What follows belongs to an exercise in optimizing a design on an open flow for small area, a short achievable clock period and few clock cycles per item; a production flow would make more cautious choices.
At most, simulation tests tie the RTL to the original design; equivalence was not proved.
Only the layout flow was run in runs 1, 2 and 7; the RTL was not checked for function there.
Power figures rest on the tool's default switching activity, not on a simulated workload.

File: run.sh
#!/bin/bash
# synth_recipe.tcl (not shown) runs the flow's synth.tcl, then flattens the netlist and writes it again
# the make line also repeats each setting of config.mk as NAME=value (left out here)
make -C /OpenROAD-flow-scripts/flow DESIGN_CONFIG=/design/flow/config.mk WORK_HOME=/design/flow/orfs CLKGATE_MAP_FILE= SYNTH_SCRIPT=/design/flow/synth_recipe.tcl finish
File: config.mk
export PLATFORM = sky130hd
export DESIGN_NAME = monarco_conv
export DESIGN_NICKNAME = monarco_conv
export VERILOG_FILES = /design/flow/design.v
export SDC_FILE = /design/flow/constraint.sdc
export NUM_CORES = 4
export LEC_CHECK = 0
export ABC_CLOCK_PERIOD_IN_PS = 7000
export CAP_MARGIN = 20
export CORE_MARGIN = 2
export CORE_UTILIZATION = 40
export SETUP_SLACK_MARGIN = 3
export SLEW_MARGIN = 20
File: design.v
module monarco_conv (
    input  wire        clk,
    input  wire        rst,
    input  wire        in_valid,
    output wire        in_ready,
    input  wire [31:0] in_word,
    input  wire [63:0] in_payload,
    output reg         out_valid,
    input  wire        out_ready,
    output reg  [15:0] out_code,
    output reg  [2:0]  out_status,
    output reg  [1:0]  out_warn
);
    reg        busy;
    reg        first;     
    reg        op_duty, op_aout, op_freq;
    reg        c_resv, c_idx, c_den0, c_num0;
    reg        ph_mul;    
    reg        ph_cmp;    
    reg        ph_div;    
    reg        ph_eq;     
    reg        ph_fin;    
    reg        ph_shf;    
    reg        ph_xit;    
    reg [3:0]  cnt;
    reg        cnt0;      
    reg        s_divd, s_divn, s_sub2d, s_prep;
    reg        s1_add2d, s1_add4d, s1_sub2d;
    reg        s2_add2d, s2_add4d, s2_sub2d;
    reg        s2_corr;   
    reg signed [32:0] R;
    reg [23:0] L;
    reg [31:0] D;         
    reg [31:0] N;         
    reg [3:0]  m10;       
    wire [7:0]  opcode = in_word[31:24];
    wire [3:0]  index  = in_word[3:0];
    wire [31:0] num    = in_payload[63:32];
    wire [31:0] den    = in_payload[31:0];
    wire is_duty = (opcode == 8'h12);
    wire is_freq = (opcode == 8'h13);
    wire is_aout = (opcode == 8'h14);
    wire known   = op_duty | op_aout | op_freq;
    wire num_neg = N[31];
    wire special = ~known | c_resv | c_idx | c_den0 | num_neg | c_num0 | (op_freq & D[31]);
    reg [20:0] sres;      
    always @(*) begin
        if (!known)                 sres = {3'd1, 18'd0};
        else if (c_resv)            sres = {3'd2, 18'd0};
        else if (c_idx)             sres = {3'd3, 18'd0};
        else if (c_den0)            sres = {3'd4, 18'd0};
        else if (op_duty & num_neg) sres = {3'd4, 18'd0};
        else if (op_aout & num_neg) sres = {3'd0, 2'b01, 16'd0};
        else                        sres = 21'd0;    
    end
    wire        sdiv  = s_divd | s_divn;
    wire [31:0] V     = s_divd ? D : N;              
    wire        l1    = sdiv & L[23];
    wire [35:0] A1    = {{2{R[32]}}, R, l1};
    wire        nz12  = |R[11:0];
    wire [35:0] B1    = ({36{sdiv}}     & ~{4'd0, V})
                      | ({36{s_sub2d | s1_sub2d}} & ~{3'd0, D, 1'b0})
                      | ({36{s1_add2d}} &  {3'd0, D, 1'b0})
                      | ({36{s1_add4d}} &  {2'd0, D, 2'b0})
                      | ({36{s_prep}}   & ~{16'd0, R[31:12], nz12});
    wire        c1    = sdiv | s_sub2d | s1_sub2d | (s_prep & ~nz12);
    wire [35:0] S1    = A1 + B1 + {35'd0, c1};
    wire        q1    = ~S1[35];                      
    wire signed [32:0] Rd1 = q1 ? S1[32:0] : {R[31:0], L[23]};    
    wire signed [32:0] Rm1 = S1[35:3];                            
    wire signed [32:0] R1  = ph_div ? Rd1 : Rm1;
    wire        l2    = sdiv & ~s2_corr & L[22];
    wire [35:0] A2    = {{2{R1[32]}}, R1, l2};
    wire [35:0] B2    = ({36{sdiv & ~s2_corr}} & ~{4'd0, V})
                      | ({36{s2_corr}}  & ~{3'd0, N, 1'b0})
                      | ({36{s2_sub2d}} & ~{3'd0, D, 1'b0})
                      | ({36{s2_add2d}} &  {3'd0, D, 1'b0})
                      | ({36{s2_add4d}} &  {2'd0, D, 2'b0});
    wire        c2    = sdiv | s2_sub2d;
    wire [35:0] S2    = A2 + B2 + {35'd0, c2};
    wire        q2    = ~S2[35];
    wire signed [32:0] Rd2 = q2 ? S2[32:0] : {R1[31:0], L[22]};
    wire signed [32:0] Rm2 = S2[35:3];
    wire        ta   = (m10 >= 4'd5);
    wire [4:0]  va   = {m10, q1};
    wire [3:0]  ma   = ta ? (va - 5'd10) : va[3:0];
    wire        tb   = (ma >= 4'd5);
    wire [4:0]  vb   = {ma, q2};
    wire [3:0]  mb   = tb ? (vb - 5'd10) : vb[3:0];
    reg fast;
    integer j;
    always @(*) begin
        fast = 1'b0;
        for (j = 1; j <= 22; j = j + 1)
            fast = fast | (((D >> j) == 32'd0) & ((N >> (j + 9)) != 32'd0));
    end
    wire [14:0] qdm  = L[14:0] - 15'd1;
    wire [15:0] qd   = q2 ? {L[14:0], q1} : (q1 ? {L[14:0], 1'b0} : {qdm, 1'b1});
    wire [15:0] ta16 = {L[13:0], ta, tb};
    wire        a_hi = (ta16 >= 16'd4095);
    wire [20:0] ares = a_hi ? {3'd0, 2'b10, 16'd4095} : {5'd0, ta16};
    wire [22:0] Z    = L[22:0];
    wire        rz   = (R[31:0] == 32'd0);
    wire f_lt1  = (Z > 23'd8000000) | ((Z == 23'd8000000) & ~rz);
    wire f_t1   = (Z > 23'd800000)  | ((Z == 23'd800000)  & ~rz);
    wire f_t2   = (Z > 23'd80000)   | ((Z == 23'd80000)   & ~rz);
    wire f_t3   = (Z > 23'd8000)    | ((Z == 23'd8000)    & ~rz);
    wire f_hi   = (Z < 23'd80)      | ((Z == 23'd80)      & rz);
    reg  [15:0] fcode;
    always @(*) begin
        if (f_lt1 | f_hi) fcode = 16'd0;
        else if (f_t1)    fcode = {Z[22:9], 2'd3};
        else if (f_t2)    fcode = {Z[19:6], 2'd2};
        else if (f_t3)    fcode = {Z[16:3], 2'd1};
        else              fcode = {Z[13:0], 2'd0};
    end
    wire fin_div = ph_div & (op_aout | op_duty) & cnt0;
    wire fin_ok  = fin_div | ph_fin | ph_eq | ph_xit;
    wire fin_sp  = first & special;
    wire fin     = busy & (fin_sp | (~first & fin_ok));
    wire slot_free = ~out_valid | out_ready;
    assign in_ready = ~busy | (fin & slot_free);
    wire accept    = in_valid & in_ready;
    wire stall     = fin & ~slot_free;
    wire done      = fin & slot_free;
    wire step      = busy & ~stall;
    reg [20:0] res;
    always @(*) begin
        if (first)        res = sres;
        else if (fin_div) res = ares;
        else if (ph_eq)   res = (rz & ~L[0]) ? {5'd0, 16'hFFFF} : {3'd4, 18'd0};
        else if (ph_fin)  res = {5'd0, fcode};
        else              res = op_aout ? {3'd0, 2'b10, 16'd4095} : 21'd0;    
    end
    always @(posedge clk) begin
        if (rst) begin
            busy      <= 1'b0;
            out_valid <= 1'b0;
            first     <= 1'b0;
            ph_mul <= 1'b0; ph_cmp <= 1'b0; ph_div <= 1'b0; ph_eq <= 1'b0;
            ph_fin <= 1'b0; ph_xit <= 1'b0; ph_shf <= 1'b0;
            s_divd <= 1'b0; s_divn <= 1'b0; s_sub2d <= 1'b0; s_prep <= 1'b0;
            s1_add2d <= 1'b0; s1_add4d <= 1'b0; s1_sub2d <= 1'b0;
            s2_add2d <= 1'b0; s2_add4d <= 1'b0; s2_sub2d <= 1'b0; s2_corr <= 1'b0;
        end else begin
            if (out_valid & out_ready)
                out_valid <= 1'b0;
            if (done)
                out_valid  <= 1'b1;
            if (accept) begin
                busy    <= 1'b1;
                first   <= 1'b1;
                D       <= den;
                N       <= num;
                op_duty <= is_duty;
                op_aout <= is_aout;
                op_freq <= is_freq;
                c_resv  <= |in_word[23:4];
                c_idx   <= is_duty ? (index[3:2] != 2'b00) : (index[3:1] != 3'b000);
                c_den0  <= (den == 32'd0);
                c_num0  <= (num == 32'd0);
                ph_mul  <= ~is_duty;
                ph_div  <= is_duty;
                ph_cmp  <= 1'b0; ph_eq <= 1'b0; ph_fin <= 1'b0; ph_xit <= 1'b0; ph_shf <= 1'b0;
                s_divd  <= is_duty;
                s_divn  <= 1'b0;
                s_prep  <= is_aout;
                s_sub2d <= 1'b0;
                s1_add4d <= ~is_duty & ~is_aout;
                s1_add2d <= 1'b0; s1_sub2d <= 1'b0;
                s2_add2d <= 1'b0; s2_add4d <= 1'b0; s2_sub2d <= 1'b0; s2_corr <= 1'b0;
                cnt     <= is_duty ? 4'd8 : 4'd0;
                cnt0    <= 1'b0;
            end else if (step) begin
                first <= 1'b0;
                if (done) begin
                    busy <= 1'b0;
                    ph_mul <= 1'b0; ph_cmp <= 1'b0; ph_div <= 1'b0; ph_eq <= 1'b0;
                    ph_fin <= 1'b0; ph_xit <= 1'b0; ph_shf <= 1'b0;
                    s_divd <= 1'b0; s_divn <= 1'b0; s_sub2d <= 1'b0; s_prep <= 1'b0;
                    s1_add2d <= 1'b0; s1_add4d <= 1'b0; s1_sub2d <= 1'b0;
                    s2_add2d <= 1'b0; s2_add4d <= 1'b0; s2_sub2d <= 1'b0; s2_corr <= 1'b0;
                end else if (ph_mul) begin
                    cnt <= cnt + 4'd1;
                    s_prep <= 1'b0;
                    if (op_aout) begin
                        ph_mul <= 1'b0; ph_cmp <= 1'b1; s_sub2d <= 1'b1;
                    end else begin
                        case (cnt[1:0])
                        2'd0: begin    
                            s1_add4d <= 1'b0; s1_add2d <= 1'b1; s1_sub2d <= 1'b0;
                            s2_add4d <= 1'b0; s2_add2d <= 1'b0; s2_sub2d <= 1'b0;
                        end
                        2'd1: begin    
                            s1_add4d <= 1'b1; s1_add2d <= 1'b0; s1_sub2d <= 1'b0;
                            s2_add4d <= 1'b1; s2_add2d <= 1'b0; s2_sub2d <= 1'b0;
                        end
                        2'd2: begin    
                            s1_add4d <= 1'b0; s1_add2d <= 1'b0; s1_sub2d <= 1'b1;
                            s2_add4d <= 1'b1; s2_add2d <= 1'b0; s2_sub2d <= 1'b0;
                        end
                        default: begin
                            s1_add4d <= 1'b0; s1_add2d <= 1'b0; s1_sub2d <= 1'b0;
                            s2_add4d <= 1'b0; s2_add2d <= 1'b0; s2_sub2d <= 1'b0;
                            ph_mul <= 1'b0;
                            if (fast) begin
                                ph_shf <= 1'b1;
                            end else begin
                                ph_div <= 1'b1; s_divn <= 1'b1;
                                cnt  <= 4'd11;
                            end
                        end
                        endcase
                    end
                end else if (ph_shf) begin
                    ph_shf <= 1'b0;
                    ph_div <= 1'b1; s_divn <= 1'b1;
                    cnt    <= 4'd6;
                end else if (ph_cmp) begin
                    ph_cmp  <= 1'b0;
                    s_sub2d <= 1'b0;
                    if (q1) begin
                        ph_xit <= 1'b1;
                    end else begin
                        ph_div <= 1'b1; s_divd <= 1'b1;
                        cnt  <= 4'd7;
                        cnt0 <= 1'b0;
                    end
                end else if (ph_div) begin
                    cnt <= cnt - 4'd1;
                    cnt0 <= (cnt == 4'd1);
                    if (op_duty & (cnt == 4'd8) & q1) begin
                        ph_div <= 1'b0; ph_eq <= 1'b1; s_divd <= 1'b0;
                    end else if (op_freq & (cnt == 4'd11) & q1) begin
                        ph_div <= 1'b0; ph_xit <= 1'b1; s_divn <= 1'b0;
                    end else if (cnt0) begin
                        ph_div <= 1'b0; s_divd <= 1'b0; s_divn <= 1'b0;
                        ph_fin <= 1'b1;                  
                    end else if (op_duty & (cnt == 4'd1)) begin
                        s2_corr <= 1'b1;
                    end
                end
            end
        end
    end
    wire fin_duty = ~first & fin_div & op_duty;
    always @(posedge clk) begin
        if (done & fin_duty)
            {out_status, out_warn, out_code} <= {5'd0, qd};
        else if (done)
            {out_status, out_warn, out_code} <= res;
    end
    wire upd   = ~accept & step & ~done;
    wire r_div = upd & ph_div;
    wire r_mul = upd & ph_mul;
    wire r_shf = upd & ph_shf;
    always @(posedge clk) begin
        if (r_div) begin
            R   <= Rd2;
            L   <= {L[21:0], op_aout ? ta : q1, op_aout ? tb : q2};
            m10 <= mb;
        end else if (r_mul) begin
            R   <= Rm2;
            L   <= op_aout ? {S2[2:1], S1[2:1], (~N[11:0]) + 12'd1, 8'd0}
                           : {S2[2:1], S1[2:1], L[23:4]};
        end else if (r_shf) begin
            R   <= {R[22:0], L[23:14]};
            L   <= {L[13:0], 10'd0};
        end else if (accept) begin
            R   <= is_duty ? {2'b00, num[31:1]} : (is_aout ? {1'b0, num} : 33'd0);
            L   <= {is_duty & num[0], 23'd0};
            m10 <= 4'd0;
        end
    end
endmodule
File: constraint.sdc
create_clock -name core_clock -period 10.0 [get_ports {clk}]
set_input_delay 2.0000 -clock core_clock [delete_from_list [all_inputs] [get_ports {clk}]]
set_output_delay 2.0000 -clock core_clock [all_outputs]
set_load 0.01 [all_outputs]
==> impl_results.md, run 1 <==
- Yosys Warn Count: 1
- Syn Inst Count: slightly above 2000
- GP Congestion: between 0.9 and 1
- Internal Power: 1.72 mW
- Slowest cell on crit path: o311ai_1
- Count of input and output buffers: between 100 and 150
- N_diodes: 0
- H-tree depth: 4
- FP Rows: 74
- Psw: 1.18 mW
- Synth cell types: 94
- Initial antenna violation count: 0
- Sequential Power Share: 0.330
- Critical Path RT: about 10 ns
- Leading area contributor after synthesis: edfxtp_1
- Vias in the first global route: 16200
- TNS Setup: 0 ns
- Max Buffers Root-to-Sink: 2
- Crit Path Category: flip-flop to flip-flop
- Initial detailed-routing violation count: around 2500
- Mapped Area: between 15000 and 20000 sq um
- I/O pin total: 123
- DP HPWL: roughly 48000 microns
- Core ar.: about 40000 sq um
- Worst-case reg-to-reg path depth: 26
- DRC errors left: 0
- First-pass GRT wire length: 98900 microns
- Capture point of the worst path: R[29]
- Largest stage delay, worst path: 0.62 ns
- Clk pwr share: 0.253
- Buffers and inverters on the worst path: 3
- Drt pass-1 iters: 10
- Max Fclk: approximately 0.14 GHz
- LEAKAGE: about 7.4 nW
- R2R Path End: R[29]
- Final Worst Setup Slack: around 3.1 ns
- Reg-to-reg critical path startpoint: R[2]
- Top post-synthesis cells by count: nand2_1, nor2_1, edfxtp_1, a21oi_1, o21ai_0
- Top-count cell post-synth: nand2_1
- Post-route insts no fill: between 2000 and 3000
- Largest net degree at the start of global routing: about 70
- Status: no timing/DRC/antenna violations
- Clk pin slew, worst setup/hold paths: 0.08 ns
- Net Sw Frac: 0.406
- Crit Path Max Fanout: 6
- Ranking of synthesized cells by area: edfxtp_1, nand2_1, ha_1, a21oi_1, o21ai_0
- Register area share after synthesis: 0.306
- Total track usage: 0.297
- WL/cell: approximately 25 microns
- Fin. max-slew vios: 0
- Crit-path leading delay family: compound AO/OA/AOI/OAI gates
- DIE AREA: approximately 43000 sq um
- Slew @ Worst Pin: around 1.1 ns
- Num Clock Sinks: ~180
- Mean Syn Cell Area: 8.14 sq um
- Unrepaired setup endpoints after global routing: false
- Hold Violations, Final: 0
- VDD IR max: about 130 uV
- Max cap viols: 0
- Vias: about 18000
- Worst skew pair latency: approximately 0.5 ns
- Post-Syn Nets: around 2200
- DIE WIDTH: a little over 200 microns
- Comb power frac: 0.417
- Worst EP arrival: approximately 7 ns
- CP most frequent cell: nand2_1
- CP startpoint: R[2]
- Final setup vio count: 0
- Number of synthesized flops with an enable pin: between 150 and 200
- Worst min path class: flip-flop to flip-flop
- Slew headroom: 0.295
- Final nets: around 2300
- CP Capture Type: flip-flop
- ANT nets after route: 0
- Async SR Flop Fraction: 0
- Initial Util: 0.406
- Final min period: between 6 and 7 ns
- Vias/cell: 6.64
- Setup Skew: around 0.013 ns
- Reg2Reg Setup Slack: slightly above 3 ns
- Dpl cells: roughly 2600
- PD cells: 149 nW/um^2
- FF+latch count, synth: between 150 and 200
- TritonCTS clock tree: built
- Main synth FF type: edfxtp_1
- Top cell type's share of synthesized area: 0.277
- Die Ht: roughly 210 microns
- Final critical-path share of the clock period: 0.690
- CP startpoint kind: flip-flop
- CP Depth: 26
- Cts bufs inserted: 17
- Share of post-route cells with drive strength above 1: 0.101
- Total Wirelength: 66300 microns
- GRT overflow: 0
- Clk root buf: clkbuf_16
- Layout area overhead: 17.5%
- Worst slack, placed: 2.17 ns
power groups by stage:
stage | Sequential, mW | Combinational, mW | Clock, mW
after CTS | 0.953 | 1.11 | 0.743
final | 0.958 | 1.21 | 0.733
after global placement | 0.970 | 1.06 | 0
after detailed placement | 0.969 | 1.07 | 0
after global routing | 0.961 | 1.30 | 0.764
after floorplan | 0.913 | 0.773 | 0
state kept, by name, summed over array words and instances, names as in the netlist, 2 cells and up:
| name | cells |
|---|---|
| m10 | 4 |
| D | 32 |
| N | 32 |
| out_status | 3 |
| L | 24 |
| out_warn | 2 |
| out_code | 16 |
| cnt | 4 |
| R | 33 |
timing repair:
| action | CTS | global route |
|---|---|---|
| cloned | 1 | 2 |
| pin swaps | 7 | 9 |
| setup buffers | 6 | 15 |
| hold buffers | 0 | 0 |
| setup endpoints to repair | 51 | 51 |
| gates resized for setup | 36 | 72 |
cells in the final DEF, fill, tap and decap left out, types with 24 or more instances in the layout:
master and count:
nor4_1 50, clkdlybuf4s50_1 121, or3_1 42, inv_1 58, a221oi_1 38, nand2b_1 25
nor2_1 166, mux2i_1 49, nand2_1 270, a22oi_1 24, a21o_1 34, xor2_1 38
nor3_1 38, xnor2_1 44, edfxtp_1 153, o21ai_0 131, mux2_2 24, nand3_1 34
ha_1 60, o22ai_1 38, buf_4 46, a21oi_1 135, o211ai_1 26, o21ai_1 40
final cells by class:
| class | instances | area (sq um) |
|---|---|---|
| Timing Repair inverter | 2 | 15.0 |
| Clock inverter | 15 | 183 |
| Tap cell | 532 | 666 |
| Timing Repair Buffer | 177 | 1730 |
| Sequential cell | 177 | 5080 |
| Multi-Input combinational cell | 1662 | 11100 |
| Clock buffer | 17 | 425 |
| Fill cell | 4028 | 21400 |
| Inverter | 63 | 249 |
metal layers:
| layer | vias to the layer above | GRT usage | share of wire |
|---|---|---|---|
| li1 | 7862 | - | - |
| met1 | 8350 | 0.406 | 0.41 |
| met2 | 1195 | 0.454 | 0.44 |
| met3 | 157 | 0.0617 | 0.11 |
| met4 | 0 | 0.127 | 0.040 |
| met5 | - | 0 | 0 |
logic make-up after synthesis:
kind of cell	Yosys count	share of synthesized area
flip-flops	177	0.306
XOR/XNOR	82	0.0433
adder cells (fa/ha/maj)	83	0.0644
AO/OA/AOI/OAI	661	0.265
AND/OR/NAND/NOR	757	0.223
multiplexers	79	0.0498
buffers and inverters	199	0.0488
how the worst min path moves through the flow:
stage	startpoint	to	slack [ns]	cells after the start
2_1_floorplan	ph_xit	ph_xit	0.44	2
3_3_place_gp	out_status[0]	out_status[0]	0.43	2
3_5_place_dp	out_status[0]	out_status[0]	0.43	2
4_1_cts	out_status[0]	out_status[0]	0.44	2
5_1_grt	out_status[0]	out_status[0]	0.48	2
6_report	out_status[0]	out_status[0]	0.44	2
metrics by stage:
step / instance area (sq um) / power [mW] / hold slack, ns / utilization
finish: 19500 / 2.90 / 0.436 / 0.476
global route: 19500 / 3.02 / 0.481 / 0.476
floorplan: 16600 / 1.69 / 0.438 / -
detailed placement: 18200 / 2.04 / 0.429 / 0.445
CTS: 19000 / 2.81 / 0.439 / 0.465
global placement: 18200 / 2.03 / 0.434 / 0.445
worst reg2reg max path, cell delays in order (launching register included):
cell	delay (ns)
edfxtp_1	0.53
nor4_1	0.32
nand3_1	0.22
o21ai_0	0.26
nor2_1	0.11
fa_1	0.45
nand2b_1	0.19
a21oi_2	0.26
o211ai_4	0.13
a31oi_4	0.35
nor4b_4	0.10
o21ai_4	0.15
buf_12	0.16
clkinvlp_4	0.22
buf_4	0.20
nand2_1	0.05
nand2_1	0.07
mux2_2	0.28
ha_2	0.39
nand2_1	0.08
nor2_1	0.31
o211a_1	0.27
o21ai_1	0.16
o311ai_1	0.62
a21oi_1	0.19
xnor2_1	0.23
a221o_1	0.33
==> inputs of run 2 (changes only) <==
--- a/config.mk
+++ b/config.mk
@@ -6,5 +6,5 @@
 export NUM_CORES = 4
 export LEC_CHECK = 0
-export ABC_CLOCK_PERIOD_IN_PS = 7000
+export ABC_AREA = 1
 export CAP_MARGIN = 20
 export CORE_MARGIN = 2
==> run 2 against run 1 <==
Against the previous run: utilization fell by 1.6 points; first-iteration DRC count rose by 4.5%; via count rose by 14%; maximum frequency rose by 2.4%; sequential power barely moved; still clean; sequential share of layout area fell by 0.99 points; clock power fell by 3%; critical path type unchanged; clock skew rose by 0.0060 ns; critical endpoint is now R[26]; critical path depth rose by 8; final area rose by 3.9%; setup slack improved by 0.16 ns; area after synthesis rose by 7.3%.
==> impl_results.md, run 2 <==
- DRC errors left: 0
- TritonCTS clock tree: built
- Hold Violations, Final: 0
- Worst min path class: flip-flop to flip-flop
- Biggest regs: R (33), D (32), N (32)
- Initial Util: 0.404
- Max FFs per register: 33
- FP Rows: 77
- GP Congestion: 0.980
- Max Buffers Root-to-Sink: 2
- DP HPWL: between 60000 and 70000 microns
- Slowest cell on crit path: fa_1
- GRT overflow: 0
- Number of synthesized flops with an enable pin: about 150
- Total Wirelength: 76400 microns
- Layout area overhead: 13.8%
- LEAKAGE: slightly above 8 nW
- Drt pass-1 iters: 6
- Cell area after layout: 20300 sq um
- Share of post-route cells with drive strength above 1: 0.0537
- H-tree depth: 4
- Top-count cell post-synth: nand2_1
- Post-Syn Nets: between 2000 and 3000
- Clk root buf: clkbuf_16
- Mapped Area: between 15000 and 20000 sq um
- Final min period: 6.74 ns
- Num Clock Sinks: approximately 180
- Final nets: between 2000 and 3000
- Final setup vio count: 0
- Crit Path Max Fanout: 22
- Slew headroom: 0.251
- Leading cell type in the layout, fill and taps excluded: nand2_1
- Top post-synthesis cells by count: nand2_1, inv_1, nor2_1, o21ai_0, a21oi_1
- DIE AREA: ~46000 sq um
- Slew @ Worst Pin: around 1.1 ns
- Yosys Warn Count: 1
- Largest stage delay, worst path: about 0.5 ns
- Main synth FF type: edfxtp_1
- Layout fillers: 4626
- Vias in the first global route: about 18000
- Top cell type's share of synthesized area: 0.258
- Register area share after synthesis: 0.285
- Buffers and inverters on the worst path: 6
- VDD IR max: around 170 uV
- First-pass GRT wire length: between 100000 and 150000 microns
- Initial antenna violation count: 4
- Fin. max-slew vios: 0
- PD cells: ~140 nW/um^2
- Status: no timing/DRC/antenna violations
- Max cap viols: 0
- Count of input and output buffers: approximately 120
- N_diodes: 0
- Leading area contributor after synthesis: edfxtp_1
- DIE WIDTH: ~210 microns
- CP startpoint kind: flip-flop
- Worst skew pair latency: 0.51 ns
- Vias: around 20000
- Unrepaired setup endpoints after global routing: false
- Critical Path RT: roughly 10 ns
- Final critical-path share of the clock period: 0.674
- Biggest register: R
- Setup Skew: roughly 0.019 ns
- Cts bufs inserted: 17
- Syn Inst Count: ~2600
- Core ar.: 44000 sq um
- Crit Path Category: flip-flop to flip-flop
- Clk pin slew, worst setup/hold paths: roughly 0.080 ns
- Largest net degree at the start of global routing: 65
- Ranking of synthesized cells by area: edfxtp_1, nand2_1, o21ai_0, inv_1, ha_1
- CP Capture Type: flip-flop
- CP most frequent cell: nand2_1
- Initial detailed-routing violation count: about 2600
- Sequential cell area: between 5000 and 6000 sq um
- Async SR Flop Fraction: 0
- Mean Syn Cell Area: 6.77 sq um
- Max Fclk: ~0.15 GHz
- Area of the multi-input gates: about 11000 sq um
- ANT nets after route: 0
- Die Ht: roughly 210 microns
- Crit-path leading delay family: simple AND/OR/NAND/NOR gates
- FF+latch count, synth: approximately 180
- Vias/cell: a little over 6
- TNS Setup: 0 ns
- Area post-placement: ~19000 sq um
- Worst EP arrival: 7.11 ns
- I/O pin total: 123
- Post-CTS Hold Fix Bufs: 0
- Total track usage: 0.325
- Synth cell types: 66
- WL/cell: 23.2 microns
- Most frequent cells in the layout: nand2_1, inv_1, nor2_1
## run 2: changes by cell type in the layout (fill, tap and decap cells not counted), sizes merged, moves of 33 or more
cell / before / now
nand2: 273 / 647
inv: 64 / 309
nor2: 170 / 252
a21oi: 140 / 195
nand3: 35 / 137
buf: 55 / 22
o21ai: 177 / 248
o221ai: 11 / 70
or3: 45 / 0
mux2i: 50 / 0
## run 2: through the flow
| step | hold WS, ns | util | power (mW) | setup WS, ns | cells |
|---|---|---|---|---|---|
| after floorplan | 0.436 | - | 1.64 | 3.81 | 2628 |
| after global placement | 0.440 | 0.441 | 2.03 | 1.56 | 3252 |
| after detailed placement | 0.452 | 0.441 | 2.03 | 1.49 | 3252 |
| after CTS | 0.468 | 0.457 | 2.76 | 3.00 | 3286 |
| after global routing | 0.493 | 0.460 | 2.94 | 3.01 | 3291 |
| final | 0.464 | 0.460 | 2.80 | 3.26 | 3291 |
## run 2: path summary, 6_finish.rpt
kind / slack (ns) / startpoint / depth (start not counted) / end
worst max register to register: 3.26 / R[3] / 34 / R[26]
worst min-delay path: 0.46 / out_status[0] / 2 / out_status[0]
worst min register to register: 0.46 / out_status[0] / 2 / out_status[0]
worst max-delay path: 3.26 / R[3] / 34 / R[26]
## run 2: routing by layer
layer	global-route usage	up-vias	part of all wire
met5	0	-	0.00013
met4	0.102	2	0.026
met3	0.0791	115	0.11
met2	0.461	1113	0.41
met1	0.482	9468	0.46
li1	-	9320	-
## run 2: what timing repair did
action,4_1_cts,5_1_grt
buffers inserted,2,5
resized for setup,26,21
endpoints found under the setup margin,51,51
pin swaps,2,1
## run 2: cells by family (layout without fill, tap and decap cells)
logic type,Yosys count,count (layout),share of synthesized area
buf+inv,413,484,0.0928
simple gates,1190,1190,0.289
flops,177,177,0.285
compound gates,694,694,0.238
fa+ha+maj,83,83,0.0600
xor+xnor,71,71,0.0349
## run 2: layout make-up
cell class	count	share of cell area
Multi-Input combinational cell	2038	0.555
Sequential cell	177	0.251
Timing Repair Buffer	143	0.0691
Inverter	309	0.0580
Tap cell	592	0.0365
Clock buffer	18	0.0222
Clock inverter	14	0.00784
## run 2: worst register-to-register path, delay by kind of cell (launching register included)
family / cells / cell delay, ns
adders and majority gates: 3 / 1.17
AOI/OAI and AO/OA: 8 / 1.49
and+or+nand+nor: 16 / 2.43
xor gates and xnor gates: 1 / 0.14
buffers and inverters: 6 / 0.88
DFF: 1 / 0.49
## run 2: power by group
group	switching [mW]	internal (mW)
Clock	0.365	0.349
Combinational	0.790	0.345
Sequential	0.0885	0.867
==> inputs of run 3 (changes only) <==
--- a/design.v
+++ b/design.v
@@ -16,4 +16,5 @@
     reg        op_duty, op_aout, op_freq;
     reg        c_resv, c_idx, c_den0, c_num0;
+    reg        nz12;      
     reg        ph_mul;    
     reg        ph_cmp;    
@@ -58,5 +59,4 @@
     wire        l1    = sdiv & L[23];
     wire [35:0] A1    = {{2{R[32]}}, R, l1};
-    wire        nz12  = |R[11:0];
     wire [35:0] B1    = ({36{sdiv}}     & ~{4'd0, V})
                       | ({36{s_sub2d | s1_sub2d}} & ~{3'd0, D, 1'b0})
@@ -160,4 +160,5 @@
                 c_den0  <= (den == 32'd0);
                 c_num0  <= (num == 32'd0);
+                nz12    <= |num[11:0];
                 ph_mul  <= ~is_duty;
                 ph_div  <= is_duty;
--- a/config.mk
+++ b/config.mk
@@ -6,5 +6,5 @@
 export NUM_CORES = 4
 export LEC_CHECK = 0
-export ABC_AREA = 1
+export ABC_CLOCK_PERIOD_IN_PS = 7000
 export CAP_MARGIN = 20
 export CORE_MARGIN = 2
==> run 3 against run 2 <==
Against the previous run: still clean on timing, DRC and antenna; sequential share of layout area increased by 1.6 points; global-route usage decreased by 2.8 points; combinational power increased by 17%; clock skew decreased by 0.0015 ns; first-iteration DRC count increased by 6.7%; sequential power increased by 3.6%; worst hold slack got worse by 0.027 ns; via count decreased by 15%; non-clock buffer count increased by 48; synthesized cell count decreased by 26%; routed wire length decreased by 16%; register-to-register slack got worse by 0.21 ns; critical path type unchanged; highest routed layer unchanged.
==> impl_results.md, run 3 <==
- Status: no timing/DRC/antenna violations
- Largest net degree at the start of global routing: between 70 and 80
- Vias/cell: approximately 6.6
- DRC errors left: 0
- Worst EP arrival: 7.13 ns
- Top-count cell post-synth: nand2_1
- Syn Inst Count: slightly below 2000
- Register area share after synthesis: 0.319
- FP Rows: 73
- Slowest cell on crit path: dfxtp_4
- Initial detailed-routing violation count: about 2800
- LEAKAGE: 7.24 nW
- Crit Path Category: flip-flop to flip-flop
- Cts bufs inserted: 17
- Layout fillers: approximately 4000
- Number of synthesized flops with an enable pin: 154
- Biggest regs: R (33), D (32), N (32)
- Max FFs per register: 33
- GRT overflow: 0
- Worst min path class: flip-flop to flip-flop
- Leading cell type in the layout, fill and taps excluded: nand2_1
- Share of post-route cells with drive strength above 1: 0.120
- I/O pin total: approximately 120
- H-tree depth: 4
- Total Wirelength: between 60000 and 70000 microns
- Final critical-path share of the clock period: 0.694
- Worst slack, placed: roughly 1.4 ns
- Async SR Flop Fraction: 0
- Sequential Power Share: 0.332
- VDD IR max: around 130 uV
- CP most frequent cell: buf_12
- Critical Path RT: 10.19 ns
- Layout area overhead: 19.8%
- Leading area contributor after synthesis: edfxtp_1
- Final Worst Setup Slack: 3.06 ns
- Total track usage: 0.297
- Largest stage delay, worst path: roughly 0.40 ns
- TritonCTS clock tree: built
- Unrepaired setup endpoints after global routing: true
- DP HPWL: about 45000 microns
- Final nets: about 2200
- Initial Util: 0.404
- Top cell type's share of synthesized area: 0.289
- Slew @ Worst Pin: 1.14 ns
- DIE AREA: ~42000 sq um
- Worst skew pair latency: roughly 0.47 ns
- Cell area after layout: just under 20000 sq um
- Main synth FF type: edfxtp_1
- Final setup vio count: 0
- Synth cell types: 80
- FF+latch count, synth: around 180
- Top post-synthesis cells by count: nand2_1, o21ai_0, nor2_1, edfxtp_1, a21oi_1
- Psw: about 1.2 mW
- Hold Violations, Final: 0
- Final min period: between 6 and 7 ns
- Slew headroom: 0.239
- Post-Syn Nets: around 2100
- Comb power frac: 0.444
- GP Congestion: a little under 1
- Initial antenna violation count: 2
- Count of input and output buffers: about 120
- Num Clock Sinks: ~180
- Core ar.: between 30000 and 40000 sq um
- Most frequent cells in the layout: nand2_1, o21ai_0, nor2_1
- Setup Skew: ~0.018 ns
- Post-CTS Hold Fix Bufs: 0
- Crit Path Max Fanout: 22
- Clk pwr share: 0.224
- Vias: 17000
- Internal Power: ~1.7 mW
- Clk pin slew, worst setup/hold paths: about 0.080 ns
- DIE WIDTH: between 200 and 250 microns
- CP startpoint kind: flip-flop
- Clk root buf: clkbuf_16
- Fin. max-slew vios: 0
- Net Sw Frac: 0.416
- CP Capture Type: flip-flop
- First-pass GRT wire length: 93900 microns
- Max Fclk: between 0.1 and 0.15 GHz
- PD cells: approximately 160 nW/um^2
- Max Buffers Root-to-Sink: 2
- Area post-placement: between 15000 and 20000 sq um
- TNS Setup: 0 ns
- Biggest register: R
- Mean Syn Cell Area: roughly 8.2 sq um
- ANT nets after route: 0
- WL/cell: around 25 microns
- Mapped Area: between 15000 and 20000 sq um
- Yosys Warn Count: 1
- Vias in the first global route: 15400
- Max cap viols: 0
- Drt pass-1 iters: 12
- Die Ht: 204 microns
- Ranking of synthesized cells by area: edfxtp_1, nand2_1, ha_1, o21ai_0, nor2_1
## run 3: cell types whose count changed in the layout (fill, tap and decap cells not counted), sizes merged, moves of 35 or more
cell    delta
o21ai     -51
nand2    -377
o221ai    -62
nand3     -99
nor2      -90
inv      -261
buf       +46
or3       +41
nand4     -35
mux2i     +44
a21oi     -87
xnor2     +45
## run 3: critical path: cells and delay by family (launching register included)
kind	cells	cell delay, ns
AO/OA/AOI/OAI	11	2.50
XOR/XNOR	1	0.15
AND/OR/NAND/NOR	8	1.73
multiplexers	1	0.28
adder cells (fa/ha/maj)	2	0.62
buffers and inverters	6	0.95
flip-flops	1	0.40
## run 3: what timing repair did
| action | in CTS | in global routing |
|---|---|---|
| pin swaps | 11 | 28 |
| cloned | 4 | 4 |
| gates resized for setup | 55 | 77 |
| endpoints found under the setup margin | 51 | 51 |
| setup buffers | 17 | 22 |
| endpoints found under the hold margin | 0 | 0 |
## run 3: logic make-up after synthesis
logic type      after synthesis  synth area share
mux                          66            0.0429
compound gates              629             0.258
flops                       178             0.319
buf+inv                     181            0.0461
fa+ha+maj                    83            0.0667
simple gates                722             0.217
xor+xnor                     94            0.0514
## run 3: per-stage QoR
step / hold WS [ns] / power (mW) / util / std cells
floorplan: 0.438 / 1.71 / - / 1953
global placement: 0.427 / 2.07 / 0.443 / 2491
detailed placement: 0.432 / 2.07 / 0.443 / 2491
CTS: 0.442 / 2.82 / 0.469 / 2544
global route: 0.476 / 3.10 / 0.484 / 2570
finish: 0.438 / 2.98 / 0.484 / 2571
## run 3: area by class of cell
| class | count | area (sq um) | share of cell area |
|---|---|---|---|
| repair inverters | 1 | 7.51 | 0.000391 |
| inverters | 46 | 193 | 0.0100 |
| well taps | 525 | 657 | 0.0342 |
| clock inverters | 15 | 130 | 0.00678 |
| diodes | 1 | 2.50 | 0.000130 |
| repair buffers | 191 | 1900 | 0.0991 |
| clock buffers | 17 | 425 | 0.0222 |
| multi-input cells | 1597 | 10800 | 0.560 |
| flip-flops and latches | 178 | 5120 | 0.267 |
## run 3: worst paths after layout
path	start	end	slack, ns	cells after the start
max	s1_sub2d	out_code[15]	3.06	29
min	out_status[0]	out_status[0]	0.44	2
max reg2reg	s1_sub2d	out_code[15]	3.06	29
min reg2reg	out_status[0]	out_status[0]	0.44	2
## run 3: per-layer routing
layer | GRT usage | part of all wire | routed length [microns]
met1 | 0.402 | 0.40 | 25800
met2 | 0.463 | 0.45 | 28700
met3 | 0.0658 | 0.11 | 7340
met4 | 0.111 | 0.039 | 2480
met5 | 0 | 0.00016 | 10
## run 3: power groups by stage
| stage | sequential (mW) | clock [mW] | combinational (mW) |
|---|---|---|---|
| global route | 0.991 | 0.703 | 1.41 |
| global placement | 0.996 | 0 | 1.07 |
| floorplan | 0.924 | 0 | 0.789 |
| detailed placement | 0.995 | 0 | 1.08 |
| finish | 0.989 | 0.668 | 1.32 |
| CTS | 0.979 | 0.676 | 1.17 |
Testbench counts of run 3, summed over its fixed seeds: cycles 66,471, items 8,000.
==> inputs of run 4 (changes only) <==
--- a/config.mk
+++ b/config.mk
@@ -9,5 +9,5 @@
 export CAP_MARGIN = 20
 export CORE_MARGIN = 2
-export CORE_UTILIZATION = 40
+export CORE_UTILIZATION = 50
 export SETUP_SLACK_MARGIN = 3
 export SLEW_MARGIN = 20
==> run 4 against run 3 <==
Against the previous run: non-clock buffer count is 1 lower; register-to-register slack better by 0.06 ns; worst hold slack better by 0.0024 ns; utilization is 12 points higher; sequential cell count stayed put; count of clock-buffer cells in the layout stayed put; cell count is 4.8% lower; clock skew is 0.0042 ns higher; critical path depth is 2 lower; setup slack better by 0.063 ns; via count is 0.12% higher; largest power group unchanged.
==> impl_results.md, run 4 <==
- Top-count cell post-synth: nand2_1
- Worst skew pair latency: ~0.47 ns
- Top post-synthesis cells by count: nand2_1, o21ai_0, nor2_1, edfxtp_1, a21oi_1
- Leading cell type in the layout, fill and taps excluded: nand2_1
- Fin. max-slew vios: 0
- Vias/cell: slightly below 7
- N_diodes: 0
- Clk root buf: clkbuf_16
- Count of input and output buffers: approximately 120
- Slew headroom: 0.276
- Max FFs per register: 33
- PD cells: roughly 160 nW/um^2
- Biggest regs: R (33), D (32), N (32)
- Psw: 1.24 mW
- Clk pwr share: 0.235
- Final nets: between 2000 and 2500
- DIE WIDTH: between 150 and 200 microns
- Unrepaired setup endpoints after global routing: false
- GP Congestion: just over 0.9
- Worst slack, placed: approximately 1.3 ns
- Cts bufs inserted: 17
- Crit Path Category: flip-flop to flip-flop
- Biggest register: R
- Register area share after synthesis: 0.319
- Max Fclk: around 0.15 GHz
- Setup Skew: approximately 0.022 ns
- Post-CTS Hold Fix Bufs: 0
- Clk pin slew, worst setup/hold paths: ~0.080 ns
- VDD IR max: 127 uV
- Leading area contributor after synthesis: edfxtp_1
- FP Rows: between 60 and 70
- DP HPWL: 44300 microns
- Vias: 17000
- Total track usage: 0.358
- Syn Inst Count: roughly 2000
- Max cap viols: 0
- I/O pin total: approximately 120
- Mean Syn Cell Area: just over 8 sq um
- Top sig layer: met4
- Status: no timing/DRC/antenna violations
- Yosys Warn Count: 1
- Wire length on met2: roughly 29000 microns
- Mapped Area: roughly 16000 sq um
- Net Sw Frac: 0.417
- DIE AREA: ~33000 sq um
- Layout area overhead: 18.6%
- Vias in the first global route: roughly 16000
- H-tree depth: 4
- WL/cell: roughly 26 microns
- TritonCTS clock tree: built
- Main synth FF type: edfxtp_1
- Max Buffers Root-to-Sink: 2
- Ranking of synthesized cells by area: edfxtp_1, nand2_1, ha_1, o21ai_0, nor2_1
- Met3 WL post-DR: 6940 microns
- FF+latch count, synth: ~180
- Critical Path RT: 10.21 ns
- Num Clock Sinks: roughly 180
- DRC errors left: 0
- Post-Syn Nets: 2136
- Internal Power: around 1.7 mW
- Largest net degree at the start of global routing: between 70 and 80
- Die Ht: ~180 microns
- M1 wire length: between 20000 and 25000 microns
- ANT nets after route: 0
- Final critical-path share of the clock period: 0.688
- Share of post-route cells with drive strength above 1: 0.118
- Initial Util: 0.508
- CP Capture Type: flip-flop
- Drt pass-1 iters: 8
- Initial detailed-routing violation count: 2697
- LEAKAGE: just over 7 nW
- Final setup vio count: 0
- Worst EP arrival: approximately 7.1 ns
- Most frequent cells in the layout: nand2_1, o21ai_0, nor2_1
- Crit Path Max Fanout: 20
- Total Wirelength: approximately 63000 microns
- Hold Violations, Final: 0
- Initial antenna violation count: 0
- CP startpoint kind: flip-flop
- Sequential Power Share: 0.333
- Worst min path class: flip-flop to flip-flop
- Comb power frac: 0.432
- Final Worst Setup Slack: a little over 3 ns
- Core ar.: roughly 32000 sq um
- First-pass GRT wire length: 91600 microns
- Number of synthesized flops with an enable pin: between 150 and 200
- TNS Setup: 0 ns
- Synth cell types: 80
- GRT overflow: 0
- Async SR Flop Fraction: 0
- Top cell type's share of synthesized area: 0.289
- Final min period: between 6 and 7 ns
- Slew @ Worst Pin: roughly 1.1 ns
## run 4: power groups by stage
stage / combinational [mW] / clock, mW / sequential, mW
2_1_floorplan: 0.789 / 0 / 0.924
3_3_place_gp: 1.05 / 0 / 0.996
3_5_place_dp: 1.06 / 0 / 0.996
4_1_cts: 1.14 / 0.697 / 0.980
5_1_grt: 1.37 / 0.723 / 0.990
6_report: 1.28 / 0.697 / 0.990
## run 4: metrics by stage
stage / hold WS, ns / total power, mW / std cells / utilization / instance area, sq um
after floorplan: 0.438 / 1.71 / 1953 / - / 16000
final: 0.440 / 2.97 / 2447 / 0.602 / 19000
after global routing: 0.467 / 3.08 / 2447 / 0.602 / 19000
after CTS: 0.446 / 2.81 / 2427 / 0.585 / 18500
after global placement: 0.426 / 2.04 / 2368 / 0.552 / 17400
after detailed placement: 0.436 / 2.05 / 2368 / 0.552 / 17400
## run 4: worst max-delay path: stages (launching register included)
cell,delay [ns]
dfxtp_4,0.39
or2_4,0.31
mux2_2,0.27
or3_1,0.33
ha_2,0.32
a21o_1,0.22
a221o_1,0.32
nand2b_1,0.16
a221o_1,0.33
a31oi_4,0.22
buf_12,0.14
nor3_4,0.06
or2_4,0.34
clkbuf_16,0.20
mux2i_1,0.11
mux2_2,0.33
ha_4,0.31
and3_1,0.20
nand3_1,0.11
nor2_1,0.14
nand3_2,0.15
a31o_4,0.30
o31ai_4,0.24
o31a_1,0.28
buf_12,0.20
nor2_1,0.07
buf_6,0.19
a221o_1,0.35
## run 4: layer usage
metal,track usage,up-vias
met5,0,-
li1,-,7551
met2,0.580,1206
met4,0.130,0
met3,0.0562,193
met1,0.484,8072
## run 4: layout make-up
cell class,instances,area [sq um]
inverter,46,191
timing repair inverter,3,17.5
multi-input combinational,1596,10700
clock inverter,15,160
fill,2868,12500
clock buffer,17,425
timing repair buffer,190,1900
tap,402,503
sequential,178,5120
## run 4: cells by family (layout without fill, tap and decap cells)
family                   Yosys count  in the layout  synth area share
AO/OA/AOI/OAI                    629            629             0.258
XOR/XNOR                          94             94            0.0514
adder cells (fa/ha/maj)           83             83            0.0667
buffers and inverters            181            271            0.0461
flip-flops                       178            178             0.319
multiplexers                      66             66            0.0429
AND/OR/NAND/NOR                  722            724             0.217
## run 4: worst paths after layout
| kind | from | end | slack [ns] | cells after the start |
|---|---|---|---|---|
| worst max-delay path | s1_sub2d | R[21] | 3.12 | 27 |
| worst min-delay path | out_status[0] | out_status[0] | 0.44 | 2 |
| worst max register to register | s1_sub2d | R[21] | 3.12 | 27 |
| worst min register to register | out_status[0] | out_status[0] | 0.44 | 2 |
## run 4: repair_timing
item / in CTS / in global routing
gates cloned: 3 / 7
endpoints found under the setup margin: 51 / 51
pin swaps: 12 / 22
resized for setup: 48 / 71
hold endpoints to repair: 0 / 0
buffers inserted: 24 / 13
==> inputs of run 5 (changes only) <==
--- a/config.mk
+++ b/config.mk
@@ -6,5 +6,4 @@
 export NUM_CORES = 4
 export LEC_CHECK = 0
-export ABC_CLOCK_PERIOD_IN_PS = 7000
 export CAP_MARGIN = 20
 export CORE_MARGIN = 2
==> run 5 against run 4 <==
Against the previous run: critical path depth unchanged; area after synthesis unchanged; non-clock buffer count unchanged; sequential power about the same; setup slack unchanged; routed wire length unchanged; highest routed layer unchanged.
==> impl_results.md, run 5 <==
- Layout area overhead: 18.6%
- Largest net degree at the start of global routing: 72
- Final critical-path share of the clock period: 0.688
- Total Wirelength: around 63000 microns
- Slew @ Worst Pin: 1.09 ns
- I/O pin total: ~120
- Crit Path Category: flip-flop to flip-flop
- Dpl cells: between 2000 and 2500
- Reg-to-reg critical path startpoint: s1_sub2d
- Unrepaired setup endpoints after global routing: false
- H-tree depth: 4
- Top post-synthesis cells by count: nand2_1, o21ai_0, nor2_1, edfxtp_1, a21oi_1
- Area post-placement: 17400 sq um
- TNS Setup: 0 ns
- Clk root buf: clkbuf_16
- Syn Inst Count: a little under 2000
- ANT nets after route: 0
- Yosys Warn Count: 1
- Cell area after layout: approximately 19000 sq um
- Main synth FF type: edfxtp_1
- Hold Violations, Final: 0
- Critical Path RT: a little over 10 ns
- Crit Path Max Fanout: 20
- Status: no timing/DRC/antenna violations
- Top cell type's share of synthesized area: 0.289
- Post-route insts no fill: 2447
- VDD IR max: approximately 130 uV
- Cts bufs inserted: 17
- Most frequent cells in the layout: nand2_1, o21ai_0, nor2_1
- Worst min path class: flip-flop to flip-flop
- DIE WIDTH: 183 microns
- Max Fclk: roughly 0.15 GHz
- Post-Syn Nets: 2136
- Ranking of synthesized cells by area: edfxtp_1, nand2_1, ha_1, o21ai_0, nor2_1
- Biggest register: R
- Vias/cell: ~7
- Max Buffers Root-to-Sink: 2
- Num Clock Sinks: 178
- Top-count cell post-synth: nand2_1
- Initial detailed-routing violation count: around 2700
- Initial Util: 0.508
- Share of post-route cells with drive strength above 1: 0.118
- First-pass GRT wire length: around 92000 microns
- Total track usage: 0.358
- Register area share after synthesis: 0.319
- Worst slack, placed: around 1.3 ns
- Final Worst Setup Slack: 3.12 ns
- Clk pin slew, worst setup/hold paths: 0.08 ns
- N_diodes: 0
- Die Ht: around 180 microns
- Slew headroom: 0.276
- Biggest regs: R (33), D (32), N (32)
- DP HPWL: 44300 microns
- Setup Skew: between 0.02 and 0.025 ns
- Worst skew pair latency: ~0.47 ns
- PD cells: between 150 and 200 nW/um^2
- Final setup vio count: 0
- Mean Syn Cell Area: just over 8 sq um
- Vias: between 15000 and 20000
- LEAKAGE: slightly above 7 nW
- DRC errors left: 0
- FF+latch count, synth: 178
- Leading area contributor after synthesis: edfxtp_1
- Count of input and output buffers: roughly 120
- Tot Pwr: 2.97 mW
- DIE AREA: between 30000 and 40000 sq um
- Max FFs per register: 33
- GRT overflow: 0
- Synth cell types: 80
- FP Rows: between 60 and 70
- Final nets: 2215
- Leading cell type in the layout, fill and taps excluded: nand2_1
- TritonCTS clock tree: built
- CP startpoint kind: flip-flop
- Final Util: 0.602
- WHS: between 0.4 and 0.5 ns
- Final min period: just under 7 ns
- Fin. max-slew vios: 0
- Max cap viols: 0
- Vias in the first global route: between 15000 and 20000
- Number of synthesized flops with an enable pin: between 150 and 200
- Core ar.: about 32000 sq um
- CP Capture Type: flip-flop
- Hold Path Origin: out_status[0]
- WL/cell: 25.7 microns
- Async SR Flop Fraction: 0
- Worst EP arrival: 7.09 ns
- Initial antenna violation count: 0
- Mapped Area: 16000 sq um
- Drt pass-1 iters: 8
- CP startpoint: s1_sub2d
- GP Congestion: a little over 0.9
run 5: layout make-up:
| type | count | area [sq um] |
|---|---|---|
| repair inverters | 3 | 17.5 |
| repair buffers | 190 | 1900 |
| multi-input cells | 1596 | 10700 |
| fillers | 2868 | 12500 |
| inverters | 46 | 191 |
| clock inverters | 15 | 160 |
| flip-flops and latches | 178 | 5120 |
| well taps | 402 | 503 |
| clock buffers | 17 | 425 |
run 5: worst paths after layout:
kind                                 endpoint  slack, ns  depth (start not counted)
worst max-delay path                    R[21]       3.12                         27
worst min-delay path            out_status[0]       0.44                          2
worst max register to register          R[21]       3.12                         27
worst min register to register  out_status[0]       0.44                          2
run 5: metal layers:
| metal | part of all wire | track usage | up-vias |
|---|---|---|---|
| met5 | 0 | 0 | - |
| met4 | 0.043 | 0.130 | 0 |
| met3 | 0.11 | 0.0562 | 193 |
| met2 | 0.46 | 0.580 | 1206 |
| met1 | 0.39 | 0.484 | 8072 |
| li1 | - | - | 7551 |
run 5: kinds of logic after synthesis:
logic type	after synthesis	share of synthesized area
XOR/XNOR	94	0.0514
AND/OR/NAND/NOR	722	0.217
multiplexers	66	0.0429
adder cells (fa/ha/maj)	83	0.0667
flip-flops	178	0.319
buffers and inverters	181	0.0461
AO/OA/AOI/OAI	629	0.258
run 5: critical path, cell delays in order, from the launching register on:
cell and delay, ns:
dfxtp_4 0.39, or2_4 0.31, mux2_2 0.27, or3_1 0.33, ha_2 0.32, a21o_1 0.22
a221o_1 0.32, nand2b_1 0.16, a221o_1 0.33, a31oi_4 0.22, buf_12 0.14, nor3_4 0.06
or2_4 0.34, clkbuf_16 0.20, mux2i_1 0.11, mux2_2 0.33, ha_4 0.31, and3_1 0.20
nand3_1 0.11, nor2_1 0.14, nand3_2 0.15, a31o_4 0.30, o31ai_4 0.24, o31a_1 0.28
buf_12 0.20, nor2_1 0.07, buf_6 0.19, a221o_1 0.35
run 5: timing repair:
action                                 4_1_cts  5_1_grt
gates resized for setup                     48       71
cloned                                       3        7
hold buffers                                 0        0
buffers inserted                            24       13
pin swaps                                   12       22
endpoints found under the hold margin        0        0
setup endpoints to repair                   51       51
run 5: where the power goes:
group	switching, mW	total [mW]	internal (mW)
combinational	0.759	1.28	0.525
clock	0.361	0.697	0.336
sequential	0.120	0.990	0.870
total	1.24	2.97	1.73
==> inputs of run 6 (changes only) <==
--- a/config.mk
+++ b/config.mk
@@ -6,7 +6,8 @@
 export NUM_CORES = 4
 export LEC_CHECK = 0
+export ABC_CLOCK_PERIOD_IN_PS = 6000
 export CAP_MARGIN = 20
 export CORE_MARGIN = 2
-export CORE_UTILIZATION = 50
-export SETUP_SLACK_MARGIN = 3
+export CORE_UTILIZATION = 40
+export SETUP_SLACK_MARGIN = 4
 export SLEW_MARGIN = 20
==> run 6 against run 5 <==
Against the previous run: highest routed layer unchanged; critical path type unchanged; routed wire length up 4.4%; critical path depth stayed put; worst hold slack better by 0.0027 ns; count of clock-buffer cells in the layout grew 1; largest cell class unchanged; still clean on timing, DRC and antenna.
==> impl_results.md, run 6 <==
- Status: no timing/DRC/antenna violations
- WHS Path Cells: 2
- Fin. max-slew vios: 0
- Slew @ Worst Pin: roughly 1.0 ns
- Unrepaired setup endpoints after global routing: true
- Top cell type's share of synthesized area: 0.289
- Initial Util: 0.404
- Final Util: 0.516
- Adder-cell share of the synthesized area: 0.0667
- Layout area overhead: 27.7%
- Post-CTS Hold Fix Bufs: 0
- ANT nets after route: 0
- Setup Skew: around 0.016 ns
- Register area share after synthesis: 0.319
- Simple-Gate Fraction of Synth Area: 0.217
- Share of post-route cells with drive strength above 1: 0.173
- H-tree depth: 4
- Worst EP arrival: 7.03 ns
- Number of synthesized flops with an enable pin: approximately 150
- Total Wirelength: between 60000 and 70000 microns
- Post-Syn Nets: 2136
- Main synth FF type: edfxtp_1
- Worst skew pair latency: 0.48 ns
- Final nets: 2280
- Leading area contributor after synthesis: edfxtp_1
- Core ar.: 39600 sq um
- FP Rows: 73
- DIE WIDTH: 204 microns
- Reg-to-reg critical path startpoint: s1_sub2d
- LEAKAGE: between 7 and 8 nW
- Synth Area in XOR/XNOR: 0.0514
- Multiplexer area fraction after synthesis: 0.0429
- Vias/cell: roughly 6.6
- Vias in the first global route: about 16000
- Drt pass-1 iters: 8
- Slew headroom: 0.304
- Complex-gate fraction of the synthesized area: 0.258
- Async SR Flop Fraction: 0
- Ranking of synthesized cells by area: edfxtp_1, nand2_1, ha_1, o21ai_0, nor2_1
- Count of input and output buffers: around 120
- Clk root buf: clkbuf_16
- TNS Setup: 0 ns
- Mapped Area: 16000 sq um
- Syn Inst Count: between 1500 and 2000
- Hold Violations, Final: 0
- R2R Path End: R[32]
- Largest net degree at the start of global routing: 72
- Tot Pwr: ~3.3 mW
- DIE AREA: about 42000 sq um
- Largest family of logic cells by synthesized area: compound AO/OA/AOI/OAI gates
- DP HPWL: around 45000 microns
- Final min period: 6.82 ns
- Reg2Reg Setup Slack: roughly 3.2 ns
- Initial detailed-routing violation count: ~2200
- Max FFs per register: 33
- WHS: between 0.4 and 0.5 ns
- CP startpoint kind: flip-flop
- Most frequent cells in the layout: nand2_1, o21ai_0, edfxtp_1
- Leading cell type in the layout, fill and taps excluded: nand2_1
- Max cap viols: 0
- PD cells: approximately 160 nW/um^2
- Max Fclk: approximately 0.15 GHz
- Num Clock Sinks: around 180
- Cts bufs inserted: 17
- Max Buffers Root-to-Sink: 2
- Synth cell types: 80
- Top post-synthesis cells by count: nand2_1, o21ai_0, nor2_1, edfxtp_1, a21oi_1
- Area post-placement: ~18000 sq um
- Worst min path class: flip-flop to flip-flop
- VDD IR max: between 100 and 150 uV
- Yosys Warn Count: 1
- Total track usage: 0.306
- GRT overflow: 0
- Crit Path Max Fanout: 10
- Final critical-path share of the clock period: 0.682
- TritonCTS clock tree: built
- Crit Path Category: flip-flop to flip-flop
- Clk pin slew, worst setup/hold paths: around 0.08 ns
- Die Ht: between 200 and 250 microns
- First-pass GRT wire length: between 90000 and 100000 microns
- Top-count cell post-synth: nand2_1
- WL/cell: approximately 25 microns
- Biggest regs: R (33), D (32), N (32)
- Final setup vio count: 0
- Worst-case reg-to-reg path depth: 27
- DRC errors left: 0
- FF+latch count, synth: about 180
- Critical Path RT: between 10 and 15 ns
- Biggest register: R
- Cell area after layout: 20500 sq um
- Hold Path Origin: out_status[0]
- Vias: about 17000
- Mean Syn Cell Area: slightly above 8 sq um
- Initial antenna violation count: 2
- Layout fillers: 3733
- I/O pin total: about 120
- GP Congestion: about 1.1
- CP startpoint: s1_sub2d
- Hold path endpoint: out_status[0]
- CP Capture Type: flip-flop
## run 6: cell counts after synthesis
No cell type changed its count.
## run 6: kinds of logic after synthesis
kind of cell,after synthesis
and+or+nand+nor,722
AOI/OAI and AO/OA,629
adders and majority gates,83
xor gates and xnor gates,94
DFF,178
buffers and inverters,181
muxes,66
## run 6: what timing repair did
item | CTS | global route
endpoints found under the setup margin | 61 | 51
gates cloned | 12 | 0
pin swaps | 64 | 30
buffers inserted | 75 | 27
gates resized for setup | 176 | 55
hold endpoints to repair | 0 | 0
## run 6: where the power goes
group / internal (mW) / switching (mW) / total (mW)
combinational: 0.726 / 0.883 / 1.61
clock: 0.352 / 0.345 / 0.697
sequential: 0.870 / 0.119 / 0.988
## run 6: metrics by stage
stage,setup slack (ns),instances
CTS,3.25,2608
finish,3.18,2637
global placement,1.31,2489
detailed placement,1.14,2489
global route,3.11,2635
floorplan,3.52,1953
## run 6: layout make-up
type                            count  area [sq um]  share of cell area
Antenna cell                        2          5.00            0.000245
Clock buffer                       18           429              0.0210
Clock inverter                     14           144             0.00703
Inverter                           46           214              0.0105
Multi-Input combinational cell   1595         11200               0.548
Sequential cell                   178          5120               0.250
Tap cell                          525           657              0.0321
Timing Repair Buffer              257          2660               0.130
Timing Repair inverter              2          23.8             0.00116
## run 6: worst max-delay path by stage
stage	slack, ns	end	cells after the start
after detailed placement	1.14	R[7]	28
after global routing	3.11	out_code[13]	29
after global placement	1.31	R[9]	28
after floorplan	3.52	R[29]	30
final	3.18	R[32]	27
after CTS	3.25	R[32]	25
## run 6: routing by layer
metal	GRT usage	up-vias	routed length (microns)
met1	0.406	8256	25900
met5	0.00238	-	0
met3	0.0598	217	7450
met4	0.139	0	3400
met2	0.480	1197	28900
li1	-	7702	-
## run 6: critical path, stage by stage (launching register included)
cell and delay [ns]:
dfxtp_4 0.39, or2_4 0.34, mux2_4 0.29, or3_4 0.34, ha_4 0.23, and2_4 0.16, a221o_1 0.34, nand2b_4 0.15
a221o_1 0.33, a31oi_4 0.26, nor3_4 0.09, or2_4 0.33, buf_12 0.16, buf_16 0.14, nand2_1 0.06, nand3_1 0.12
o21a_1 0.19, ha_1 0.37, and4_2 0.32, a21boi_0 0.30, a22oi_1 0.13, a21bo_4 0.26, nor2_4 0.05, o32ai_4 0.29
o41ai_4 0.13, xnor2_2 0.19, a222oi_1 0.45, o21ai_1 0.12
==> inputs of run 7 (changes only) <==
--- a/design.v
+++ b/design.v
@@ -88,11 +88,17 @@
     wire [4:0]  vb   = {ma, q2};
     wire [3:0]  mb   = tb ? (vb - 5'd10) : vb[3:0];
-    reg fast;
-    integer j;
-    always @(*) begin
-        fast = 1'b0;
-        for (j = 1; j <= 22; j = j + 1)
-            fast = fast | (((D >> j) == 32'd0) & ((N >> (j + 9)) != 32'd0));
-    end
+    function [4:0] msb;
+        input [31:0] x;
+        integer i;
+        begin
+            msb = 5'd0;
+            for (i = 1; i < 32; i = i + 1)
+                if (x[i]) msb = i;
+        end
+    endfunction
+    wire [5:0] lod = {1'b0, msb(D)};
+    wire [5:0] lon = {1'b0, msb(N)};
+    wire fast   = (lon >= lod + 6'd10);
+    wire near16 = (lon <= lod + 6'd3);
     wire [14:0] qdm  = L[14:0] - 15'd1;
     wire [15:0] qd   = q2 ? {L[14:0], q1} : (q1 ? {L[14:0], 1'b0} : {qdm, 1'b1});
@@ -186,5 +192,11 @@
                     s_prep <= 1'b0;
                     if (op_aout) begin
-                        ph_mul <= 1'b0; ph_cmp <= 1'b1; s_sub2d <= 1'b1;
+                        ph_mul <= 1'b0;
+                        if (near16) begin
+                            ph_div <= 1'b1; s_divd <= 1'b1;
+                            cnt  <= 4'd7;
+                        end else begin
+                            ph_cmp <= 1'b1; s_sub2d <= 1'b1;
+                        end
                     end else begin
                         case (cnt[1:0])
--- a/config.mk
+++ b/config.mk
@@ -6,8 +6,8 @@
 export NUM_CORES = 4
 export LEC_CHECK = 0
-export ABC_CLOCK_PERIOD_IN_PS = 6000
+export ABC_CLOCK_PERIOD_IN_PS = 7000
 export CAP_MARGIN = 20
 export CORE_MARGIN = 2
-export CORE_UTILIZATION = 40
-export SETUP_SLACK_MARGIN = 4
+export CORE_UTILIZATION = 50
+export SETUP_SLACK_MARGIN = 3
 export SLEW_MARGIN = 20
==> run 7 against run 6 <==
Against the previous run: die area down 15%; largest power group unchanged; maximum frequency down 1.3%; still clean on timing, DRC and antenna; non-clock buffer count down 68; critical path depth increased by 3; count of clock-buffer cells in the layout rose by 1; worst hold slack about the same; global-route usage increased by 6.7 points.
==> impl_results.md, run 7 <==
- Crit Path Max Fanout: 17
- Met1 usage: 0.461
- GRT overflow: 0
- FP Rows: 67
- VDD IR max: roughly 150 uV
- Share of post-route cells with drive strength above 1: 0.109
- Tot Pwr: about 3.7 mW
- Slew @ Worst Pin: between 1 and 1.5 ns
- LEAKAGE: around 7.5 nW
- Max FFs per register: 33
- Global routing usage on met3: 0.0410
- H-tree depth: 4
- Biggest regs: R (33), D (32), N (32)
- Capture point of the worst path: out_code[14]
- Syn Inst Count: 2101
- Fin. max-slew vios: 0
- Vias: between 15000 and 20000
- Post-Syn Nets: 2297
- Top-count cell post-synth: nand2_1
- Met2 Track Usage GR: 0.601
- First-pass GRT wire length: around 100000 microns
- Largest stage delay, worst path: 0.40 ns
- Biggest register: R
- Ranking of synthesized cells by area: edfxtp_1, ha_1, nand2_1, a21oi_1, o21ai_0
- Vias in the first global route: between 15000 and 20000
- Max cap viols: 0
- Leading cell type in the layout, fill and taps excluded: nand2_1
- N_diodes: 0
- Worst EP arrival: 7.12 ns
- Worst skew pair latency: about 0.47 ns
- Setup Skew: around 0.012 ns
- CP Capture Type: flip-flop
- Final nets: around 2400
- Number of synthesized flops with an enable pin: between 150 and 200
- Synth cell types: 89
- Critical Path RT: slightly above 10 ns
- Layout fillers: 3018
- Cts bufs inserted: 17
- Clk root buf: clkbuf_16
- GP Congestion: approximately 1.0
- CP startpoint kind: flip-flop
- GRT busiest layer: met2
- Reg2Reg Setup Slack: roughly 3.1 ns
- Final min period: around 7 ns
- Cell area after layout: between 15000 and 20000 sq um
- TNS Setup: 0 ns
- Yosys Warn Count: 1
- Worst-case reg-to-reg path depth: 30
- Initial antenna violation count: 0
- I/O pin total: ~120
- Total Wirelength: a little under 70000 microns
- PD cells: between 150 and 200 nW/um^2
- Unrepaired setup endpoints after global routing: false
- Vias/cell: about 6.8
- CP startpoint: s_sub2d
- Slew headroom: 0.239
- Top cell type's share of synthesized area: 0.273
- Most frequent cells in the layout: nand2_1, nor2_1, a21oi_1
- Clk pin slew, worst setup/hold paths: around 0.070 ns
- R2R Path End: out_code[14]
- Main synth FF type: edfxtp_1
- Mean Syn Cell Area: slightly above 8 sq um
- DRC errors left: 0
- Max Buffers Root-to-Sink: 2
- TritonCTS clock tree: built
- DP HPWL: roughly 50000 microns
- Worst min path class: flip-flop to flip-flop
- Final setup vio count: 0
- Slowest cell on crit path: or3_1
- Top post-synthesis cells by count: nand2_1, nor2_1, a21oi_1, o21ai_0, edfxtp_1
- FF+latch count, synth: approximately 180
- Total track usage: 0.372
- Hold Violations, Final: 0
- Layout area overhead: 17.5%
- Register area share after synthesis: 0.302
- Final Worst Setup Slack: 3.09 ns
- WL/cell: ~26 microns
- Mapped Area: between 15000 and 20000 sq um
- DIE WIDTH: 188 microns
- Num Clock Sinks: ~180
- Core ar.: approximately 33000 sq um
- Drt pass-1 iters: 7
- Worst slack, placed: about 1.7 ns
- Initial detailed-routing violation count: approximately 2400
- Status: no timing/DRC/antenna violations
- Initial Util: 0.506
- Final critical-path share of the clock period: 0.691
- Async SR Flop Fraction: 0
- Die Ht: between 150 and 200 microns
- Area post-placement: between 15000 and 20000 sq um
- DIE AREA: between 30000 and 40000 sq um
- Largest net degree at the start of global routing: 71
- Count of input and output buffers: roughly 120
- Reg-to-reg critical path startpoint: s_sub2d
- Leading area contributor after synthesis: edfxtp_1
- ANT nets after route: 0
- Max Fclk: 0.145 GHz
- Crit Path Category: flip-flop to flip-flop
run 7: changes by cell type after synthesis, sizes merged, moves of 9 or more:
cell	before	now
a211oi	14	27
a21oi	108	173
clkbuf	107	121
ha	79	92
inv	45	69
mux2	22	34
nand2	269	242
nor2	162	195
nor3	49	59
o21ai	197	163
o221ai	8	23
or4	4	13
xnor2	65	54
run 7: cells by family (layout without fill, tap and decap cells):
family,count (synthesis),count (layout),share of synthesized area
compound gates,703,703,0.274
xor+xnor,87,87,0.0450
fa+ha+maj,96,96,0.0727
buf+inv,215,296,0.0503
flops,178,178,0.302
mux,71,71,0.0445
simple gates,751,754,0.212
run 7: repair_timing:
item | in CTS | in global routing
gates resized for setup | 42 | 69
hold buffers | 0 | 0
endpoints found under the hold margin | 0 | 0
cloned | 1 | 5
pin swaps | 12 | 27
buffers inserted | 13 | 24
setup endpoints to repair | 51 | 50
run 7: worst min-delay path by stage:
| stage | from | end | slack (ns) | cells past startpoint |
|---|---|---|---|---|
| 2_1_floorplan | ph_xit | ph_xit | 0.44 | 2 |
| 4_1_cts | out_status[2] | out_status[2] | 0.45 | 2 |
| 3_3_place_gp | out_status[0] | out_status[0] | 0.43 | 2 |
| 6_report | out_status[2] | out_status[2] | 0.44 | 2 |
| 3_5_place_dp | out_status[2] | out_status[2] | 0.44 | 2 |
| 5_1_grt | out_status[2] | out_status[2] | 0.46 | 2 |
run 7: stage by stage:
stage / hold WS (ns) / cells / util
2_1_floorplan: 0.438 / 2101 / -
3_3_place_gp: 0.431 / 2558 / 0.549
3_5_place_dp: 0.438 / 2558 / 0.549
4_1_cts: 0.448 / 2604 / 0.578
5_1_grt: 0.459 / 2633 / 0.595
6_report: 0.443 / 2633 / 0.595
run 7: layer usage:
metal / vias up / part of all wire
li1: 8103 / -
met1: 8470 / 0.38
met2: 1144 / 0.45
met3: 263 / 0.082
met4: 0 / 0.084
met5: - / 0
run 7: layout make-up:
| class | instances | area [sq um] | area share |
|---|---|---|---|
| flip-flops and latches | 178 | 5110 | 0.257 |
| clock buffers | 19 | 443 | 0.0223 |
| clock inverters | 13 | 220 | 0.0111 |
| repair buffers | 189 | 1810 | 0.0909 |
| inverters | 73 | 293 | 0.0147 |
| well taps | 448 | 561 | 0.0282 |
| repair inverters | 2 | 16.3 | 0.000818 |
| multi-input cells | 1711 | 11400 | 0.575 |
run 7: critical path: cells and delay by family (launching register included):
family                     cells  cell delay, ns
and+or+nand+nor               10            2.24
AOI/OAI and AO/OA             10            1.59
muxes                          3            0.85
buffers and inverters          5            0.84
adders and majority gates      2            0.73
DFF                            1            0.36
run 7: power breakdown:
group / switching [mW] / internal, mW
registers: 0.122 / 0.876
clock network: 0.326 / 0.456
logic: 1.19 / 0.775

## separate check: timing with driven ports
The results above use ideal ports. As a check the final layouts listed here were re-extracted and re-timed, cells and wires unchanged. Step 1: set_driving_cell puts a clkbuf_16 on clk and a buf_2 on each other input, an assumption about the parent block. Step 2 also shifts input and output timing later by t, the mid clock arrival at the registers, as if the neighbouring blocks saw the same clock. Slacks: ideal ports / drivers / drivers and shift; pairs: ideal ports / drivers.
| run | t, ns | slack for setup (ns) | pins driven straight from the clock port |
|---|---|---|---|
| run 1 | 0.548 | 3.100 / 3.100 / 3.100 | 1 |
| run 2 | 0.562 | 3.264 / 3.264 / 3.264 | 1 |
| run 3 | 0.515 | 3.056 / 3.056 / 3.056 | 1 |
| run 4 | 0.514 | 3.119 / 3.119 / 3.119 | 1 |
| run 5 | 0.514 | 3.119 / 3.119 / 3.119 | 1 |
| run 6 | 0.521 | 3.179 / 3.179 / 3.179 | 1 |
| run 7 | 0.523 | 3.091 / 3.091 / 3.091 | 1 |
After both steps setup and hold are still met in every run listed.
